Context: an optimization exercise on an open-source flow, tuned for small area, a short achievable clock period and few clock cycles per item. The choices shown serve that exercise and are no tape-out recipe. Only simulation tests tie the RTL to the original design; equivalence was not proved.

// oncore_xtea
module oncore_xtea (
    input  wire        clk,
    input  wire        rst_n,         
    input  wire [2:0]  kop,           
    input  wire [2:0]  kaddr,         
    input  wire [31:0] kdata,
    input  wire [2:0]  kraddr,        
    output wire [31:0] krdata,
    output wire        old_valid,
    input  wire        start,
    input  wire        decrypt,       
    input  wire [1:0]  method,
    input  wire        ksel,          
    input  wire [7:0]  cpr,           
    input  wire        allow_noenc,
    input  wire [63:0] din,           
    output wire        ready,
    output reg         done,
    output reg         err,
    output wire [63:0] dout
);
Size in the first run: ~5100 cells after synthesis, ~400 flip-flops, ~37000 sq um of cells after synthesis.
Settings: LEC_CHECK=0, ABC_AREA=1, CAP_MARGIN=20, CORE_MARGIN=2, CORE_UTILIZATION=40, SETUP_SLACK_MARGIN=4.5, SLEW_MARGIN=20; clock period 12.0 ns.
standard.sh (not shown) runs the stock make flow with config.mk's settings and CLKGATE_MAP_FILE= SYNTH_SCRIPT=/design/flow/synth_recipe.tcl, a recipe that flattens the netlist after the stock synthesis.
==> flow/flow/run.sh <==
#!/bin/bash
# The standard layout, with the input and output ports buffered by the
# small sky130_fd_sc_hd__buf_2 instead of the flow's default delay buffer.
set -euo pipefail
bash standard.sh "BUFFER_PORTS_ARGS=-buffer_cell sky130_fd_sc_hd__buf_2" finish > standard_flow.log 2>&1
Testbench counts at the start, summed over its fixed seeds: cycles 126,306, items 2,400.
==> next run, changes <==
--- a/flow/config.mk
+++ b/flow/config.mk
@@ -12 +12 @@
-export SETUP_SLACK_MARGIN = 4.5
+export SETUP_SLACK_MARGIN = 3
Outcome:
- The changed run produced a clean layout
- critical path depth rose by 29
- wire length fell slightly
- fmax fell by roughly a tenth
- cell area fell by a few percent
==> next run, changes <==
--- a/flow/config.mk
+++ b/flow/config.mk
@@ -12 +12 @@
-export SETUP_SLACK_MARGIN = 3
+export SETUP_SLACK_MARGIN = 5
Result: First-iteration DRC count came out higher by 1.4%. Core utilization came out higher by 5.0 points. Final cell count came out higher by 3.3%. Non-clock buffer count came out higher by 212.

---

The RTL this note starts from:
==> flow/design.v <==
module oncore_xtea (
    input  wire        clk,
    input  wire        rst_n,         
    input  wire [2:0]  kop,           
    input  wire [2:0]  kaddr,         
    input  wire [31:0] kdata,
    input  wire [2:0]  kraddr,        
    output wire [31:0] krdata,
    output wire        old_valid,
    input  wire        start,
    input  wire        decrypt,       
    input  wire [1:0]  method,
    input  wire        ksel,          
    input  wire [7:0]  cpr,           
    input  wire        allow_noenc,
    input  wire [63:0] din,           
    output wire        ready,
    output reg         done,
    output reg         err,
    output wire [63:0] dout
);
    localparam [2:0] KOP_NONE   = 3'd0;
    localparam [2:0] KOP_WRITE  = 3'd1;
    localparam [2:0] KOP_ROTATE = 3'd2;
    localparam [2:0] KOP_COMMIT = 3'd3;
    localparam [2:0] KOP_OVALID = 3'd4;
    localparam [31:0] DELTA  = 32'h9E3779B9;
    localparam [31:0] NDELTA = 32'h61C88647;     
    reg [31:0] cur_key [0:3];
    reg [31:0] old_key [0:3];
    reg        old_valid_r;
    wire [31:0] kd    = kdata & {32{rst_n}};
    wire        kacc  = ready & !start;
    wire        k_wr  = kacc & (kop == KOP_WRITE);
    wire        k_rot = kacc & (kop == KOP_ROTATE);
    integer j;
    always @(posedge clk) begin
        for (j = 0; j < 4; j = j + 1) begin
            if (!rst_n || (k_wr && kaddr == {1'b0, j[1:0]}) || (k_rot && j == 3))
                cur_key[j] <= kd;
            if (!rst_n || (k_wr && kaddr == {1'b1, j[1:0]}) || k_rot)
                old_key[j] <= (k_rot && rst_n) ? cur_key[j] : kd;
        end
    end
    always @(posedge clk) begin
        if (!rst_n)
            old_valid_r <= 1'b0;
        else if (kacc) begin
            case (kop)
                KOP_ROTATE: old_valid_r <= 1'b1;
                KOP_COMMIT: old_valid_r <= 1'b0;
                KOP_OVALID: old_valid_r <= kdata[0];
                default: ;
            endcase
        end
    end
    assign krdata    = kraddr[2] ? old_key[kraddr[1:0]] : cur_key[kraddr[1:0]];
    assign old_valid = old_valid_r;
    reg        run;           
    reg        pre;           
    reg        skl;           
    reg        dec_r;
    reg        ksel_r;
    reg [9:0]  cnt;           
    reg [31:0] ra, rb;        
    reg [31:0] s;             
    reg [31:0] sk1;           
    wire busy   = run | pre | skl;
    assign ready = !busy;
    wire accept = start & !busy;
    wire [8:0] cpr_n     = (cpr == 8'd0) ? 9'd256 : {1'b0, cpr};
    wire [9:0] n_cycles  = (method[0] ? {1'b0, cpr_n} : 10'd0) + (method[1] ? {cpr_n, 1'b0} : 10'd0);
    wire       bad_param = (method == 2'd0) ? !allow_noenc : (ksel && !old_valid_r);
    wire       good      = !bad_param && (method != 2'd0);
    wire last = run & (cnt == 10'd1);
    reg  [31:0] c32;          
    wire [4:0]  digit = pre ? cnt[4:0] : n_cycles[9:5];
    always @* begin
        case (digit)
            5'd0: c32 = 32'h00000000;
            5'd1: c32 = 32'h9E3779B9;
            5'd2: c32 = 32'h3C6EF372;
            5'd3: c32 = 32'hDAA66D2B;
            5'd4: c32 = 32'h78DDE6E4;
            5'd5: c32 = 32'h1715609D;
            5'd6: c32 = 32'hB54CDA56;
            5'd7: c32 = 32'h5384540F;
            5'd8: c32 = 32'hF1BBCDC8;
            5'd9: c32 = 32'h8FF34781;
            5'd10: c32 = 32'h2E2AC13A;
            5'd11: c32 = 32'hCC623AF3;
            5'd12: c32 = 32'h6A99B4AC;
            5'd13: c32 = 32'h08D12E65;
            5'd14: c32 = 32'hA708A81E;
            5'd15: c32 = 32'h454021D7;
            5'd16: c32 = 32'hE3779B90;
            5'd17: c32 = 32'h81AF1549;
            5'd18: c32 = 32'h1FE68F02;
            5'd19: c32 = 32'hBE1E08BB;
            5'd20: c32 = 32'h5C558274;
            5'd21: c32 = 32'hFA8CFC2D;
            5'd22: c32 = 32'h98C475E6;
            5'd23: c32 = 32'h36FBEF9F;
            5'd24: c32 = 32'hD5336958;
            5'd25: c32 = 32'h736AE311;
            5'd26: c32 = 32'h11A25CCA;
            5'd27: c32 = 32'hAFD9D683;
            5'd28: c32 = 32'h4E11503C;
            5'd29: c32 = 32'hEC48C9F5;
            5'd30: c32 = 32'h8A8043AE;
            5'd31: c32 = 32'h28B7BD67;
            default: c32 = 32'h0;
        endcase
    end
    wire [31:0] s_nx = (pre ? {s[26:0], 5'd0} : s) + (pre ? c32 : (dec_r ? NDELTA : DELTA));
    function [31:0] kpick;
        input [2:0] sel;
        begin
            case (sel)
                3'd0: kpick = cur_key[0];
                3'd1: kpick = cur_key[1];
                3'd2: kpick = cur_key[2];
                3'd3: kpick = cur_key[3];
                3'd4: kpick = old_key[0];
                3'd5: kpick = old_key[1];
                3'd6: kpick = old_key[2];
                default: kpick = old_key[3];
            endcase
        end
    endfunction
    wire [1:0]  idx1   = dec_r ? s[12:11] : s[1:0];
    wire [1:0]  idx2   = dec_r ? s[1:0]   : s[12:11];
    wire [2:0]  sel1   = accept ? {ksel, 2'b00} : {ksel_r, idx1};
    wire [31:0] s1     = accept ? 32'd0 : s;
    wire        inv1   = !accept & dec_r;
    wire [31:0] sk1_nx = (s1 + kpick(sel1)) ^ {32{inv1}};
    wire [31:0] sk2    = (s + kpick({ksel_r, idx2})) ^ {32{dec_r}};
    function [31:0] mix;
        input [31:0] v;
        begin
            mix = ((v << 4) ^ (v >> 5)) + v;
        end
    endfunction
    wire [32:0] nb_w = {rb, dec_r} + {mix(ra) ^ sk1, dec_r};
    wire [31:0] nb   = nb_w[32:1];
    wire [32:0] na_w = {ra, dec_r} + {mix(nb) ^ sk2, dec_r};
    wire [31:0] na   = na_w[32:1];
    assign dout = dec_r ? {ra, rb} : {rb, ra};
    always @(posedge clk) begin
        sk1 <= sk1_nx;
        s   <= accept ? (decrypt ? c32 : DELTA) : s_nx;
        if (accept) begin
            dec_r  <= decrypt;
            ksel_r <= ksel;
            cnt    <= n_cycles;
            ra     <= decrypt ? din[63:32] : din[31:0];
            rb     <= decrypt ? din[31:0]  : din[63:32];
        end else if (run) begin
            ra  <= na;
            rb  <= nb;
            cnt <= cnt - 10'd1;
        end
    end
    always @(posedge clk) begin
        if (!rst_n) begin
            run  <= 1'b0;
            pre  <= 1'b0;
            skl  <= 1'b0;
            done <= 1'b0;
            err  <= 1'b0;
        end else begin
            done <= last;
            pre  <= accept & good & decrypt;
            skl  <= pre;
            if (accept) begin
                err  <= bad_param;
                done <= !good;
                run  <= good & !decrypt;
            end else begin
                run  <= skl | (run & !last);
            end
        end
    end
endmodule
export LEC_CHECK = 0
export ABC_AREA = 1
export CAP_MARGIN = 20
export CORE_MARGIN = 2
export CORE_UTILIZATION = 40
export SETUP_SLACK_MARGIN = 4
export SLEW_MARGIN = 20
create_clock -name core_clock -period 12.0 [get_ports {clk}]
run.sh (not shown) runs the stock make flow with config.mk's settings and CLKGATE_MAP_FILE= SYNTH_SCRIPT=/design/flow/synth_recipe.tcl, a recipe that flattens the netlist after the stock synthesis.
Stock flow here: none of the scripts above is used.
Testbench counts at the start, summed over its fixed seeds: cycles 126,306, items 2,400.
==> next run, changes <==
ABC_AREA = default   (was 1)
CTS_BUF_LIST = sky130_fd_sc_hd__clkbuf_4 sky130_fd_sc_hd__clkbuf_8   (was default)
SETUP_SLACK_MARGIN = 3   (was 4)
Via count came out lower by 11%.
Worst hold slack loses 56 ps.
Count of clock-buffer cells in the layout rises by 37.
Die area went down by about 0.7%.
Area after synthesis falls by about 0.7%.
Final cell count falls by 15%.
Routed wire length fell by 8.1%.
Worst setup slack got worse by 830 ps.
Global-route usage decreases by 2.4 points.
Synthesized cell count came out lower by 22%.
Sequential share of layout area fell by 0.57 points.
==> next run, changes <==
==> flow/flow/run.sh (new file) <==
#!/bin/bash
# The standard layout, with the input and output ports buffered by the
# small sky130_fd_sc_hd__buf_2 instead of the flow's default delay buffer.
set -euo pipefail
bash standard.sh "BUFFER_PORTS_ARGS=-buffer_cell sky130_fd_sc_hd__buf_2" finish > standard_flow.log 2>&1
==> flow/standard.sh (new file) <==
#!/bin/bash
# synth_recipe.tcl (not shown) runs the flow's synth.tcl, then flattens the netlist and writes it again
# the make line also repeats each setting of config.mk as NAME=value (left out here)
make -C /OpenROAD-flow-scripts/flow DESIGN_CONFIG=/design/flow/config.mk WORK_HOME=/design/flow/orfs CLKGATE_MAP_FILE= SYNTH_SCRIPT=/design/flow/synth_recipe.tcl "${@:-finish}"
CORE_UTILIZATION = 60   (was 40)
CTS_BUF_LIST = default   (was sky130_fd_sc_hd__clkbuf_4 sky130_fd_sc_hd__clkbuf_8)
PLACE_DENSITY = 0.75   (was default)
removed: flow/run.sh
The changed run finished clean.
Die area goes down by 33%.
Final area goes down by 5.2%.
Worst setup slack gets worse by 58 ps.
Clock-buffer cell count goes down by 49.
First-iteration DRC count goes up by 12%.
Global-route usage goes up by 10 points.
Via count goes up by 0.39%.
Utilization goes up by 20 points.
Final cell count goes down by 9.1%.
==> next run, changes <==
==> flow/run.sh (new file) <==
#!/bin/bash
# synth_recipe.tcl (not shown) runs the flow's synth.tcl, then flattens the netlist and writes it again
# the make line also repeats each setting of config.mk as NAME=value (left out here)
make -C /OpenROAD-flow-scripts/flow DESIGN_CONFIG=/design/flow/config.mk WORK_HOME=/design/flow/orfs CLKGATE_MAP_FILE= SYNTH_SCRIPT=/design/flow/synth_recipe.tcl finish
ABC_AREA = 1   (was default)
CORE_UTILIZATION = 40   (was 60)
PLACE_DENSITY = default   (was 0.75)
removed: flow/flow/run.sh
removed: flow/standard.sh
The changed run completed with no timing, DRC or antenna violations.
Final area goes up by 1.8%.
Via count came out higher by 12%.
Setup slack gains 31 ps.
Critical path depth shrinks by 15.
Clock-buffer cell count increases by 12.
Die area rose by 50%.
Global-route usage fell by 8.0 points.
==> next run, changes <==
ABC_AREA = default   (was 1)
SETUP_SLACK_MARGIN = 4   (was 3)
What happened: Sequential cell count does not change; worst setup slack improved by 20 ps; hold slack is worse by 44 ps; area after synthesis fell by 0.72%.
==> next run, changes <==
==> flow/flow/run.sh (new file) <==
#!/bin/bash
# The standard layout, with the input and output ports buffered by the
# small sky130_fd_sc_hd__buf_2 instead of the flow's default delay buffer.
set -euo pipefail
bash standard.sh "BUFFER_PORTS_ARGS=-buffer_cell sky130_fd_sc_hd__buf_2" finish > standard_flow.log 2>&1
==> flow/standard.sh (new file) <==
#!/bin/bash
# synth_recipe.tcl (not shown) runs the flow's synth.tcl, then flattens the netlist and writes it again
# the make line also repeats each setting of config.mk as NAME=value (left out here)
make -C /OpenROAD-flow-scripts/flow DESIGN_CONFIG=/design/flow/config.mk WORK_HOME=/design/flow/orfs CLKGATE_MAP_FILE= SYNTH_SCRIPT=/design/flow/synth_recipe.tcl "${@:-finish}"
SETUP_SLACK_MARGIN = 3   (was 4)
removed: flow/run.sh
Register-to-register slack is worse by 240 ps; non-clock buffer count goes down by 65; cell area goes down by 5.9%; routed wire length goes down by 1.8%; clock-buffer cell count goes up by 7; sequential share of layout area goes up by 1.6 points; first-iteration DRC count goes down by 2.2%.

==> port drivers added, routing unchanged <==
The results above use ideal ports. As a check the final layouts listed here were re-extracted and re-timed, cells and wires unchanged.
Step 1, drivers: a clkbuf_16 drives clk and a buf_2 each remaining input, both assumed.
Step 2 moves the port delays by t, midway between the first and last clock arrival at a register: inputs arrive t later, outputs are due t later. That takes back most of the time a late clock gives input paths.
a / b / c = no drivers / after step 1 / after step 2; a / b = the first two.
run | shift t [ns] | setup WS [ns] | clock arrival spread, ns | worst register clock-pin slew, ns
the first run of note 1 | 0.699 | 4.654 / 4.631 / 4.261 | 0.057 / 0.057 | 0.07 / 0.07
the second run of note 1 | 0.702 | 3.573 / 3.573 / 3.573 | 0.049 / 0.049 | 0.07 / 0.07
the third run of note 1 | 0.705 | 4.883 / 4.883 / 4.581 | 0.057 / 0.056 | 0.06 / 0.06
the first run of note 2 | 0.696 | 4.065 / 4.030 / 4.001 | 0.042 / 0.041 | 0.06 / 0.06
the second run of note 2 | 0.776 | 3.235 / 3.260 / 2.506 | 0.039 / 0.039 | 0.07 / 0.07
the third run of note 2 | 0.673 | 3.176 / 3.176 / 2.569 | 0.020 / 0.020 | 0.07 / 0.07
the fourth run of note 2 | 0.694 | 3.208 / 3.170 / 3.170 | 0.041 / 0.041 | 0.06 / 0.06
the fifth run of note 2 | 0.688 | 3.228 / 3.228 / 3.228 | 0.044 / 0.044 | 0.08 / 0.08
the sixth run of note 2 | 0.695 | 2.990 / 2.990 / 2.793 | 0.024 / 0.024 | 0.07 / 0.07
After both steps setup and hold are still met in every run listed. For the second run of note 2, which loses most, drivers alone change the setup slack by +0.025 ns; drivers and shift together by -0.729 ns.
